Source: an optimization exercise on an open RTL-to-GDS flow (aim: small area, a short achievable clock period and few clock cycles). Production flows keep margins and buffers that such runs may drop.
Only simulation tests tie the RTL to the original design; equivalence was not proved.
No activity file was given, so power comes from the tool's default toggle rates.

## amber
// rde_sieve
module rde_sieve (
    input  wire        clk,
    input  wire        rst,
    input  wire        ld_en,
    input  wire [5:0]  ld_idx,
    input  wire [15:0] ld_data,
    input  wire        set_en,
    input  wire [63:0] set_lsb,
    input  wire [2:0]  set_mod6,
    input  wire        go,
    input  wire [1:0]  go_mode,
    input  wire [7:0]  go_count,
    output reg         out_valid,
    output reg  [63:0] out_lsb,
    output reg         done,
    output wire [63:0] lsb
);
For scale: ~11,000 cells after synthesis, ~230 I/O pins, ~76,000 µm² of cells after synthesis.
clock: 25.0 ns
lec_check: 0
cap_margin: 20
core_margin: 2
core_utilization: 30
cts_cluster_diameter: 80
cts_cluster_size: 24
slew_margin: 20
synth_hierarchical: 1
standard.sh (not shown) runs the stock make flow with config.mk's settings and CLKGATE_MAP_FILE= SYNTH_SCRIPT=/design/flow/synth_recipe.tcl, a recipe that flattens the netlist after the stock synthesis.
==> flow/flow/run.sh <==
#!/bin/bash
# Own layout flow: the standard ORFS flow (standard.sh) with
#  - the standard synthesis script (synth_recipe.tcl), except that ABC maps the
#    lane group modules (rde_sieve_grp*) with flow/area.abc, an area-oriented
#    script; the top module keeps ORFS's script, and the registers are unchanged,
#  - timing repair aiming at a setup slack margin (the achieved period shrinks),
#  - ABC's buffers removed before placement, more antenna repair iterations,
#  - gate sizing not restricted to cells of the same footprint,
#  - ports buffered with buf_2 (every port still gets its buffer).
# The ORFS tools write their full logs under orfs/logs; this script's own
# output goes to run.log.
exec > run.log 2>&1
set -x
HERE=$(pwd)
cat > my_synth.tcl <<EOT
proc abc {args} {
  set i [lsearch -exact \$args -script]
  set ga \$args
  if {\$i >= 0} { lset ga [expr {\$i + 1}] $HERE/flow/area.abc }
  yosys select rde_sieve_grp*
  yosys abc {*}\$ga
  yosys select -clear
  yosys select rde_sieve
  yosys abc {*}\$args
  yosys select -clear
}
source $HERE/synth_recipe.tcl
EOT
sed -e "s|SYNTH_SCRIPT=[^ ]*synth_recipe.tcl|SYNTH_SCRIPT=$HERE/my_synth.tcl|" \
    -e 's|"\${@:-finish}"|MATCH_CELL_FOOTPRINT=0 "\${@:-finish}"|' standard.sh > my_standard.sh
grep -c my_synth.tcl my_standard.sh
export SETUP_SLACK_MARGIN=18.6
export BUFFER_PORTS_ARGS="-buffer_cell sky130_fd_sc_hd__buf_2"
export REMOVE_ABC_BUFFERS=1
export MAX_REPAIR_ANTENNAS_ITER_DRT=20
export MAX_REPAIR_ANTENNAS_ITER_GRT=10
bash my_standard.sh finish
==> flow/flow/area.abc <==
&get -n
&st
&dc2
&syn2
&dch -f
&nf -R 1000 -a
&put
Testbench counts of amber, summed over its fixed seeds: cycles 2,213.
The inputs of cedar differ from those of amber as listed below.
Settings: a change of CAP_MARGIN from 20 to 50; a change of SLEW_MARGIN from 20 to 50.
--- a/flow/flow/run.sh
+++ b/flow/flow/run.sh
@@ -3,3 +3,2 @@
-#  - the standard synthesis script (synth_recipe.tcl), except that ABC maps the
-#    lane group modules (rde_sieve_grp*) with flow/area.abc, an area-oriented
-#    script; the top module keeps ORFS's script, and the registers are unchanged,
+#  - the standard synthesis script (synth_recipe.tcl), except that ABC maps
+#    with flow/area.abc, an area-oriented script (the registers are unchanged),
@@ -24 +23 @@
-  yosys abc {*}\$args
+  yosys abc {*}\$ga
@@ -32 +31 @@
-export SETUP_SLACK_MARGIN=18.6
+export SETUP_SLACK_MARGIN=18.7
[summary]
[diff] total power, cedar relative to amber: regression. NOTE number of antenna violations at the first check in global routing amber->cedar decreased by more than half. Of amber and cedar, the higher maximum clock skew at final layout belongs to amber. Time the worst path needs with I/O delays and setup, amber and cedar: smaller value in amber. Looking at final routed wirelength across all metal layers across both flows, cedar is the weaker of the two, with amber ahead. Taking amber as the reference point, the critical path depth of cedar rises by 42. The final hold violation count of amber and that of cedar are within noise of each other. Sequential cell fraction of total power was lower in the run labelled cedar.
> inputs changed (cedar -> harbor)
--- a/flow/flow/run.sh
+++ b/flow/flow/run.sh
@@ -3,2 +3,3 @@
-#  - the standard synthesis script (synth_recipe.tcl), except that ABC maps
-#    with flow/area.abc, an area-oriented script (the registers are unchanged),
+#  - the standard synthesis script (synth_recipe.tcl), except that ABC maps the
+#    lane group modules (rde_sieve_grp*) with flow/area.abc, an area-oriented
+#    script; the top module keeps ORFS's script, and the registers are unchanged,
@@ -6,3 +7 @@
-#  - ABC's buffers removed before placement, more antenna repair iterations,
-#  - gate sizing not restricted to cells of the same footprint,
-#  - ports buffered with buf_2 (every port still gets its buffer).
+#  - ABC's buffers removed before placement, more antenna repair iterations.
@@ -23 +22 @@
-  yosys abc {*}\$ga
+  yosys abc {*}\$args
@@ -28,2 +27 @@
-sed -e "s|SYNTH_SCRIPT=[^ ]*synth_recipe.tcl|SYNTH_SCRIPT=$HERE/my_synth.tcl|" \
-    -e 's|"\${@:-finish}"|MATCH_CELL_FOOTPRINT=0 "\${@:-finish}"|' standard.sh > my_standard.sh
+sed "s|SYNTH_SCRIPT=[^ ]*synth_recipe.tcl|SYNTH_SCRIPT=$HERE/my_synth.tcl|" standard.sh > my_standard.sh
@@ -31,2 +29 @@
-export SETUP_SLACK_MARGIN=18.7
-export BUFFER_PORTS_ARGS="-buffer_cell sky130_fd_sc_hd__buf_2"
+export SETUP_SLACK_MARGIN=18.5
[summary]
harbor went all the way through synthesis, placement and routing and the layout is clean on timing, DRC and antenna.
The higher internal power of the cells of cedar and harbor is in cedar.
Looking at data arrival time at the worst-slack endpoint across cedar and harbor, the one that comes out higher is cedar.
Summary of harbor over cedar: number of sinks on the clock net stayed essentially flat, worst setup margin increased 0.90 ns.
Of the two candidates, cedar has the better cell area after technology mapping and harbor the worse one.
cedar has higher post-synthesis to final-layout area growth than harbor.
cedar → harbor: power per cell area lower; path length in cells of the critical path dropped 42; final area shrank by 2300 µm².
harbor ends up with a power that is 0.0055 W lower than in cedar.
Edits applied to the flow inputs when going from harbor to violet:
Settings: changing CAP_MARGIN from 50 to 25; changing SLEW_MARGIN from 50 to 25.
--- a/flow/flow/run.sh
+++ b/flow/flow/run.sh
@@ -7 +7,3 @@
-#  - ABC's buffers removed before placement, more antenna repair iterations.
+#  - ABC's buffers removed before placement, more antenna repair iterations,
+#  - gate sizing not restricted to cells of the same footprint,
+#  - ports buffered with buf_2 (every port still gets its buffer).
@@ -27 +29,2 @@
-sed "s|SYNTH_SCRIPT=[^ ]*synth_recipe.tcl|SYNTH_SCRIPT=$HERE/my_synth.tcl|" standard.sh > my_standard.sh
+sed -e "s|SYNTH_SCRIPT=[^ ]*synth_recipe.tcl|SYNTH_SCRIPT=$HERE/my_synth.tcl|" \
+    -e 's|"\${@:-finish}"|MATCH_CELL_FOOTPRINT=0 "\${@:-finish}"|' standard.sh > my_standard.sh
@@ -29 +32,2 @@
-export SETUP_SLACK_MARGIN=18.5
+export SETUP_SLACK_MARGIN=18.6
+export BUFFER_PORTS_ARGS="-buffer_cell sky130_fd_sc_hd__buf_2"
Results
- For proportion of power drawn by the clock network, harbor and violet come out practically identical.
- On violet: met2 layer wire length in the routed design is 11% higher than what harbor gave.
- Looking at sequential cell area share across harbor and violet, the one that comes out lower is harbor.
Inputs modified between violet and pepper:
Settings: SLEW_MARGIN changed from 25 to 50; CAP_MARGIN changed from 25 to 50; CORE_UTILIZATION changed from 30 to 38.
- Status | violet and pepper | clean
- NOTE non-clock buffer count violet->pepper decreased by a few percent
- On final cycle utilization of the critical path, violet and pepper are basically level.
- Clock-buffer cell count, pepper vs violet: down by a few percent
- Comparing violet with pepper, the fmax came out essentially unchanged.
- [compare] base=violet new=pepper: post-detailed-route via-to-cell ratio now larger, transition time at the pin with the least slew margin now smaller.
- As far as sequential cell area is concerned, pepper and violet perform about the same.
- Looking at violet and pepper, the power consumed by sequential cells is a wash.
#### Input delta (juniper over pepper)
Settings: changing CORE_UTILIZATION from 38 to 30.
--- a/flow/flow/run.sh
+++ b/flow/flow/run.sh
@@ -32 +32 @@
-export SETUP_SLACK_MARGIN=18.6
+export SETUP_SLACK_MARGIN=19.0
### Flow results
On power density normalized to cell area, juniper and pepper are neck and neck.
Lower worst-case setup slack after placement among juniper and pepper: juniper
Compared with pepper, juniper shows a fraction of area in clock buffers and inverters that is 0.32 points higher.
Final worst-path setup slack in juniper vs pepper: up 0.024 ns
Against pepper, power consumption in juniper rose by a few percent.
Wire length for juniper is higher than for pepper.
Re maximum buffer depth of the clock tree: no difference whatsoever between pepper and juniper.
juniper and pepper ended up with roughly the same worst hold slack.
From pepper to juniper the numbers moved as follows: final period utilization comparable; cell count of the worst reg-to-reg path now sits higher; fill cell total of the finished layout now sits higher.


rde_sieve, a different RTL version from the one above (not shown whole).
Size in the first run: ~230 I/O pins, ~81000 um^2 of cells after synthesis.
## rde_sieve
module rde_sieve (
    input  wire        clk,
    input  wire        rst,
    input  wire        ld_en,
    input  wire [5:0]  ld_idx,
    input  wire [15:0] ld_data,
    input  wire        set_en,
    input  wire [63:0] set_lsb,
    input  wire [2:0]  set_mod6,
    input  wire        go,
    input  wire [1:0]  go_mode,
    input  wire [7:0]  go_count,
    output reg         out_valid,
    output reg  [63:0] out_lsb,
    output reg         done,
    output wire [63:0] lsb
);
export LEC_CHECK = 0
export CAP_MARGIN = 50
export CORE_MARGIN = 2
export CORE_UTILIZATION = 30
export SLEW_MARGIN = 50
export SYNTH_HIERARCHICAL = 1
create_clock -name core_clock -period 25.0 [get_ports {clk}]
==> flow/flow/run.sh <==
#!/bin/bash
# Own layout flow: the standard ORFS flow (standard.sh, standard synthesis
# unchanged), with timing repair aiming at a setup slack margin so that the
# achieved period shrinks, ABC's buffers removed before placement (the
# resizer buffers the design itself), and more antenna repair iterations.
# The ORFS tools write their full logs under orfs/logs; this script's own
# output goes to run.log.
exec > run.log 2>&1
set -x
export SETUP_SLACK_MARGIN=18.5
export REMOVE_ABC_BUFFERS=1
export MAX_REPAIR_ANTENNAS_ITER_DRT=20
export MAX_REPAIR_ANTENNAS_ITER_GRT=10
bash standard.sh finish
Testbench counts at the start, summed over its fixed seeds: cycles 2,213.
Change:
--- a/flow/flow/run.sh
+++ b/flow/flow/run.sh
@@ -10 +10 @@
-export SETUP_SLACK_MARGIN=18.5
+export SETUP_SLACK_MARGIN=19
After rerunning: The new run went through all stages and came out clean; worst hold slack gains 73 ps; final area is higher by 2.6%; clock power is about the same; critical path depth is higher by 1.
Change:
--- a/flow/config.mk
+++ b/flow/config.mk
@@ -10 +10 @@
-export CORE_UTILIZATION = 30
+export CORE_UTILIZATION = 35
=>
- The changed run produced a clean layout
- final cell count drops by 4.0%
- routed wire length came out higher by 3.7%
- setup slack is worse by 48 ps
- non-clock buffer count came out lower by 24
- total power rose by 6.0%
- area after synthesis is unchanged
- hold slack loses 20 ps
- clock skew came out lower by 62 ps
- design area shrinks by 1.1%
- maximum frequency fell by 0.73%
Change:
==> flow/flow/run.sh (replaced) <==
#!/bin/bash
# Own layout flow: the standard ORFS flow (standard.sh) with
#  - the standard synthesis script (synth_recipe.tcl), except that ABC maps the
#    lane group modules (rde_sieve_grp*) with flow/area.abc, an area-oriented
#    script; the top module keeps ORFS's script, and the registers are unchanged,
#  - timing repair aiming at a setup slack margin (the achieved period shrinks),
#  - ABC's buffers removed before placement, more antenna repair iterations.
# The ORFS tools write their full logs under orfs/logs; this script's own
# output goes to run.log.
exec > run.log 2>&1
set -x
HERE=$(pwd)
cat > my_synth.tcl <<EOT
proc abc {args} {
  set i [lsearch -exact \$args -script]
  set ga \$args
  if {\$i >= 0} { lset ga [expr {\$i + 1}] $HERE/flow/area.abc }
  yosys select rde_sieve_grp*
  yosys abc {*}\$ga
  yosys select -clear
  yosys select rde_sieve
  yosys abc {*}\$args
  yosys select -clear
}
source $HERE/synth_recipe.tcl
EOT
sed "s|SYNTH_SCRIPT=[^ ]*synth_recipe.tcl|SYNTH_SCRIPT=$HERE/my_synth.tcl|" standard.sh > my_standard.sh
grep -c my_synth.tcl my_standard.sh
export SETUP_SLACK_MARGIN=18.5
export REMOVE_ABC_BUFFERS=1
export MAX_REPAIR_ANTENNAS_ITER_DRT=20
export MAX_REPAIR_ANTENNAS_ITER_GRT=10
bash my_standard.sh finish
==> flow/flow/area.abc (new file) <==
&get -n
&st
&dc2
&syn2
&dch -f
&nf -R 1000 -a
&put
--- a/flow/config.mk
+++ b/flow/config.mk
@@ -10 +10 @@
-export CORE_UTILIZATION = 35
+export CORE_UTILIZATION = 30
The new run finished with timing, DRC and antenna clean.
Fmax shrinks by 1.1%.
First-iteration DRC count climbs by 1.8%.
Design area is lower by 4.6%.
Cell count goes up by 4.6%.
Via count fell by 0.38%.
Core utilization goes down by 5.6 points.
Hold slack degrades by 68 ps.
Wire length is lower by 5.0%.
Non-clock buffer count fell by 182.
Clock skew climbs by 35 ps.
Synthesized area drops by 5.5%.
Change:
--- a/flow/flow/run.sh
+++ b/flow/flow/run.sh
@@ -3,3 +3,2 @@
-#  - the standard synthesis script (synth_recipe.tcl), except that ABC maps the
-#    lane group modules (rde_sieve_grp*) with flow/area.abc, an area-oriented
-#    script; the top module keeps ORFS's script, and the registers are unchanged,
+#  - the standard synthesis script (synth_recipe.tcl), except that ABC maps
+#    with flow/area.abc (area-oriented; the registers are unchanged),
@@ -16,6 +15 @@
-  set ga \$args
-  if {\$i >= 0} { lset ga [expr {\$i + 1}] $HERE/flow/area.abc }
-  yosys select rde_sieve_grp*
-  yosys abc {*}\$ga
-  yosys select -clear
-  yosys select rde_sieve
+  if {\$i >= 0} { lset args [expr {\$i + 1}] $HERE/flow/area.abc }
@@ -23 +16,0 @@
-  yosys select -clear
==> flow/flow/area.abc (replaced) <==
&get -n
&st
&dch
&nf
&st
&syn2
&dch
&nf
&put
=> The changed run passed the timing, design-rule and antenna checks. Worst setup slack improved by 26 ps. Design area increases by 3.5%. Final cell count decreases by 1.5%.


Setup of the reference run:
rde_sieve, a different RTL version from the one above (not shown whole).
Size in the first run: ~230 I/O pins, about 0.081 sq mm of cells after synthesis.
export LEC_CHECK = 0
export CAP_MARGIN = 50
export CORE_MARGIN = 2
export CORE_UTILIZATION = 35
export SLEW_MARGIN = 50
export SYNTH_HIERARCHICAL = 1
create_clock -name core_clock -period 25.0 [get_ports {clk}]
==> flow/flow/run.sh <==
#!/bin/bash
# Own layout flow: the standard ORFS flow (standard.sh, standard synthesis
# unchanged), with timing repair aiming at a setup slack margin so that the
# achieved period shrinks, ABC's buffers removed before placement (the
# resizer buffers the design itself), and more antenna repair iterations.
# The ORFS tools write their full logs under orfs/logs; this script's own
# output goes to run.log.
exec > run.log 2>&1
set -x
export SETUP_SLACK_MARGIN=18.5
export REMOVE_ABC_BUFFERS=1
export MAX_REPAIR_ANTENNAS_ITER_DRT=20
export MAX_REPAIR_ANTENNAS_ITER_GRT=10
bash standard.sh finish
The reference run completed; timing, DRC and antenna clean
Testbench counts of the reference run, summed over its fixed seeds: cycles 2,160.
Here is what was changed in the inputs of the trial run compared with the reference run.
Settings: swapping 35 for 30 in CORE_UTILIZATION.
Results
- The trial run went all the way through the flow, and no timing, DRC or antenna check failed.
- From the reference run to the trial run the numbers moved as follows: number of iterations in the first detailed-routing pass rose 2; final weighted congestion of routability-driven global placement went down; count of cells along the worst register-to-register path down 2.


RTL: one of the versions met above, not the one the previous note started from.
For scale: roughly 76000 um2 of cells after synthesis.
// rde_sieve
module rde_sieve (
    input  wire        clk,
    input  wire        rst,
    input  wire        ld_en,
    input  wire [5:0]  ld_idx,
    input  wire [15:0] ld_data,
    input  wire        set_en,
    input  wire [63:0] set_lsb,
    input  wire [2:0]  set_mod6,
    input  wire        go,
    input  wire [1:0]  go_mode,
    input  wire [7:0]  go_count,
    output reg         out_valid,
    output reg  [63:0] out_lsb,
    output reg         done,
    output wire [63:0] lsb
);
  localparam [2:0] S_IDLE = 3'd0, S_PREP = 3'd1, S_REN = 3'd2, S_FILL = 3'd3, S_RUN = 3'd4;
  reg [2:0]  state;
  reg [1:0]  mode;
  reg [7:0]  left;
  reg [5:0]  ip;         
  reg [3:0]  k;          
  reg [2:0]  e;          
  reg        kv_ok;      
  reg [2:0]  eL, eH;
  reg        aL, aH;
  reg [6:0]  ptr;
  reg [63:0] lsb_r;      
  assign lsb = lsb_r;
  wire        step;      
  wire [63:0] wr_en;
  wire [8:0]  wdata;
  wire [8:0]  wbin;      
  wire [8:0]  rd_t;      
  wire [4:0]  rd_q;
  reg  [5:0]  rn_i;
  reg  [5:0]  z_idx;
  reg  [2:0] t0;
  reg  [2:0] t1;
  reg  [3:0] t2;
  reg  [3:0] t3;
  reg  [4:0] t4;
  reg  [4:0] t5;
  reg  [4:0] t6;
  reg  [4:0] t7;
  reg  [4:0] t8;
  reg  [5:0] t9;
  reg  [5:0] t10;
  reg  [5:0] t11;
  reg  [5:0] t12;
  reg  [5:0] t13;
  reg  [5:0] t14;
  reg  [5:0] t15;
  reg  [6:0] t16;
  reg  [6:0] t17;
  reg  [6:0] t18;
  reg  [6:0] t19;
  reg  [6:0] t20;
  reg  [6:0] t21;
  ...
clock: 25.0 ns
lec_check: 0
cap_margin: 50
core_margin: 2
core_utilization: 33
cts_cluster_diameter: 80
cts_cluster_size: 24
slew_margin: 50
synth_hierarchical: 1
==> flow/flow/run.sh <==
#!/bin/bash
# Own layout flow: the standard ORFS flow (standard.sh) with
#  - the standard synthesis script (synth_recipe.tcl), except that ABC maps the
#    lane group modules (rde_sieve_grp*) with flow/area.abc, an area-oriented
#    script; the top module keeps ORFS's script, and the registers are unchanged,
#  - timing repair aiming at a setup slack margin (the achieved period shrinks),
#  - ABC's buffers removed before placement, more antenna repair iterations,
#  - gate sizing not restricted to cells of the same footprint,
#  - ports buffered with buf_2 (every port still gets its buffer).
# The ORFS tools write their full logs under orfs/logs; this script's own
# output goes to run.log.
exec > run.log 2>&1
set -x
HERE=$(pwd)
cat > my_synth.tcl <<EOT
proc abc {args} {
  set i [lsearch -exact \$args -script]
  set ga \$args
  if {\$i >= 0} { lset ga [expr {\$i + 1}] $HERE/flow/area.abc }
  yosys select rde_sieve_grp*
  yosys abc {*}\$ga
  yosys select -clear
  yosys select rde_sieve
  yosys abc {*}\$args
  yosys select -clear
}
source $HERE/synth_recipe.tcl
EOT
sed -e "s|SYNTH_SCRIPT=[^ ]*synth_recipe.tcl|SYNTH_SCRIPT=$HERE/my_synth.tcl|" \
    -e 's|"\${@:-finish}"|MATCH_CELL_FOOTPRINT=0 "\${@:-finish}"|' standard.sh > my_standard.sh
grep -c my_synth.tcl my_standard.sh
export SETUP_SLACK_MARGIN=18.6
export BUFFER_PORTS_ARGS="-buffer_cell sky130_fd_sc_hd__buf_2"
export REMOVE_ABC_BUFFERS=1
export MAX_REPAIR_ANTENNAS_ITER_DRT=20
export MAX_REPAIR_ANTENNAS_ITER_GRT=10
bash my_standard.sh finish
==> flow/flow/area.abc <==
&get -n
&st
&dc2
&syn2
&dch -f
&nf -R 1000 -a
&put
Testbench counts at the start, summed over its fixed seeds: cycles 2,213.
Next try:
--- a/flow/flow/run.sh
+++ b/flow/flow/run.sh
@@ -6,5 +6,3 @@
 #  - timing repair aiming at a setup slack margin (the achieved period shrinks),
-#  - ABC's buffers removed before placement, more antenna repair iterations,
-#  - gate sizing not restricted to cells of the same footprint,
-#  - ports buffered with buf_2 (every port still gets its buffer).
+#  - ABC's buffers removed before placement, more antenna repair iterations.
 # The ORFS tools write their full logs under orfs/logs; this script's own
@@ -28,7 +26,5 @@
 EOT
-sed -e "s|SYNTH_SCRIPT=[^ ]*synth_recipe.tcl|SYNTH_SCRIPT=$HERE/my_synth.tcl|" \
-    -e 's|"\${@:-finish}"|MATCH_CELL_FOOTPRINT=0 "\${@:-finish}"|' standard.sh > my_standard.sh
+sed "s|SYNTH_SCRIPT=[^ ]*synth_recipe.tcl|SYNTH_SCRIPT=$HERE/my_synth.tcl|" standard.sh > my_standard.sh
 grep -c my_synth.tcl my_standard.sh
-export SETUP_SLACK_MARGIN=18.6
-export BUFFER_PORTS_ARGS="-buffer_cell sky130_fd_sc_hd__buf_2"
+export SETUP_SLACK_MARGIN=18.5
 export REMOVE_ABC_BUFFERS=1
Settings changed: CORE_UTILIZATION 33 to 30, CTS_CLUSTER_DIAMETER 80 to not set, CTS_CLUSTER_SIZE 24 to not set.
What happened: Wire length fell by about 6%. Final area rose by about 1.9%. Flip-flop and latch count stays the same. Global-route usage fell by 6.3 points. Synthesized cell count stays the same. Combinational power fell by 6.8%. Setup slack loses 0.11 ns. Die area rose by about 10%. Clock power rose by 17%. Clock-buffer cell count rose by 58. Total power fell by 2.2%.
Next try:
--- a/flow/flow/run.sh
+++ b/flow/flow/run.sh
@@ -6,3 +6,5 @@
 #  - timing repair aiming at a setup slack margin (the achieved period shrinks),
-#  - ABC's buffers removed before placement, more antenna repair iterations.
+#  - ABC's buffers removed before placement, more antenna repair iterations,
+#  - gate sizing not restricted to cells of the same footprint,
+#  - ports buffered with buf_2 (every port still gets its buffer).
 # The ORFS tools write their full logs under orfs/logs; this script's own
@@ -26,5 +28,7 @@
 EOT
-sed "s|SYNTH_SCRIPT=[^ ]*synth_recipe.tcl|SYNTH_SCRIPT=$HERE/my_synth.tcl|" standard.sh > my_standard.sh
+sed -e "s|SYNTH_SCRIPT=[^ ]*synth_recipe.tcl|SYNTH_SCRIPT=$HERE/my_synth.tcl|" \
+    -e 's|"\${@:-finish}"|MATCH_CELL_FOOTPRINT=0 "\${@:-finish}"|' standard.sh > my_standard.sh
 grep -c my_synth.tcl my_standard.sh
-export SETUP_SLACK_MARGIN=18.5
+export SETUP_SLACK_MARGIN=18.6
+export BUFFER_PORTS_ARGS="-buffer_cell sky130_fd_sc_hd__buf_2"
 export REMOVE_ABC_BUFFERS=1
Settings changed: CAP_MARGIN 50 to 40, CTS_CLUSTER_DIAMETER set to 80, CTS_CLUSTER_SIZE set to 24, SLEW_MARGIN 50 to 40.
Outcome: Synthesized cell count is unchanged; first-iteration DRC count came out lower by 3.6%; via count rises by about 0.6%; design area fell by 1.9%; cell count stays flat; total power rose by 2.5%; worst setup slack gets better by 0.10 ns.
Next try:
--- a/flow/flow/run.sh
+++ b/flow/flow/run.sh
@@ -7,4 +7,3 @@
 #  - ABC's buffers removed before placement, more antenna repair iterations,
-#  - gate sizing not restricted to cells of the same footprint,
-#  - ports buffered with buf_2 (every port still gets its buffer).
+#  - gate sizing not restricted to cells of the same footprint.
 # The ORFS tools write their full logs under orfs/logs; this script's own
@@ -31,4 +30,3 @@
 grep -c my_synth.tcl my_standard.sh
-export SETUP_SLACK_MARGIN=18.6
-export BUFFER_PORTS_ARGS="-buffer_cell sky130_fd_sc_hd__buf_2"
+export SETUP_SLACK_MARGIN=18.5
 export REMOVE_ABC_BUFFERS=1
Settings changed: CAP_MARGIN 40 to 50, SLEW_MARGIN 40 to 50.
The new run ran to the end with no violations; routed wire length shrinks by 8.1%; sequential share of layout area shrinks by 0.47 points; cell area grows by 1.6%; worst hold slack gains 0.010 ns.
Next try:
--- a/flow/flow/run.sh
+++ b/flow/flow/run.sh
@@ -7,3 +7,4 @@
 #  - ABC's buffers removed before placement, more antenna repair iterations,
-#  - gate sizing not restricted to cells of the same footprint.
+#  - gate sizing not restricted to cells of the same footprint,
+#  - ports buffered with buf_2 (every port still gets its buffer).
 # The ORFS tools write their full logs under orfs/logs; this script's own
@@ -30,3 +31,4 @@
 grep -c my_synth.tcl my_standard.sh
-export SETUP_SLACK_MARGIN=18.5
+export SETUP_SLACK_MARGIN=18.7
+export BUFFER_PORTS_ARGS="-buffer_cell sky130_fd_sc_hd__buf_2"
 export REMOVE_ABC_BUFFERS=1
Settings changed: CAP_MARGIN 50 to 20, SLEW_MARGIN 50 to 20.
Result:
- The changed run passed the timing, design-rule and antenna checks
- hold slack is better by 0.0041 ns
- worst setup slack improved by 0.089 ns
- sequential power is about the same
- design area decreases by about 0.9%

## afterwards: timing with drivers on the ports
Ports are ideal in the flow. The routed layouts listed here were re-timed in OpenROAD.
Step 1 (the two cells are an assumption about what drives the block):
set clk [get_ports {clk}]
set_driving_cell -lib_cell sky130_fd_sc_hd__clkbuf_16 $clk
set_driving_cell -lib_cell sky130_fd_sc_hd__buf_2 [delete_from_list [all_inputs] $clk]
Step 2, shift: input delay + t, output delay - t, t = (earliest + latest rising clock arrival at the registers) / 2. This alone moves slack from input paths to output paths.
Three values: no drivers, after step 1, after step 2; two values: the first two.
run	t (ns)	setup WS [ns]	hold WS [ns]	slew at the worst register clock pin (ns)
amber	0.840	18.633 / 18.541 / 17.975	0.486 / 0.486 / 0.486	0.10 / 0.10
cedar	0.881	17.644 / 17.644 / 17.644	0.489 / 0.489 / 0.489	0.09 / 0.09
harbor	0.841	18.542 / 18.444 / 17.826	0.491 / 0.491 / 0.491	0.10 / 0.10
violet	0.871	18.617 / 18.519 / 17.896	0.486 / 0.486 / 0.486	0.10 / 0.10
pepper	0.877	18.598 / 18.493 / 17.918	0.490 / 0.490 / 0.490	0.10 / 0.10
juniper	0.835	18.623 / 18.529 / 18.228	0.490 / 0.490 / 0.490	0.10 / 0.10
the first run of note 2	0.937	18.540 / 18.444 / 17.684	0.467 / 0.467 / 0.467	0.07 / 0.07
the second run of note 2	0.941	18.539 / 18.442 / 18.128	0.539 / 0.539 / 0.539	0.07 / 0.07
the third run of note 2	0.853	18.492 / 18.492 / 18.243	0.519 / 0.519 / 0.519	0.07 / 0.07
the fourth run of note 2	0.894	18.422 / 18.422 / 17.716	0.452 / 0.452 / 0.452	0.08 / 0.08
the fifth run of note 2	0.893	18.447 / 18.445 / 17.787	0.492 / 0.492 / 0.492	0.07 / 0.07
the reference run	0.901	18.189 / 18.240 / 17.338	0.477 / 0.477 / 0.477	0.07 / 0.07
the trial run	0.879	18.193 / 18.187 / 17.309	0.479 / 0.479 / 0.479	0.07 / 0.07
the first run of note 4	0.838	18.627 / 18.538 / 17.863	0.486 / 0.486 / 0.486	0.10 / 0.10
the second run of note 4	0.897	18.515 / 18.449 / 17.697	0.484 / 0.484 / 0.484	0.07 / 0.07
the third run of note 4	0.855	18.618 / 18.523 / 17.970	0.472 / 0.472 / 0.472	0.10 / 0.10
the fourth run of note 4	0.853	18.553 / 18.448 / 17.783	0.482 / 0.482 / 0.482	0.10 / 0.10
the fifth run of note 4	0.840	18.642 / 18.549 / 18.040	0.486 / 0.486 / 0.486	0.10 / 0.10
After both steps setup and hold are still met in every run listed. The setup slack of the trial run, which loses most, moves by -0.006 ns with the drivers and by -0.884 ns with both steps.
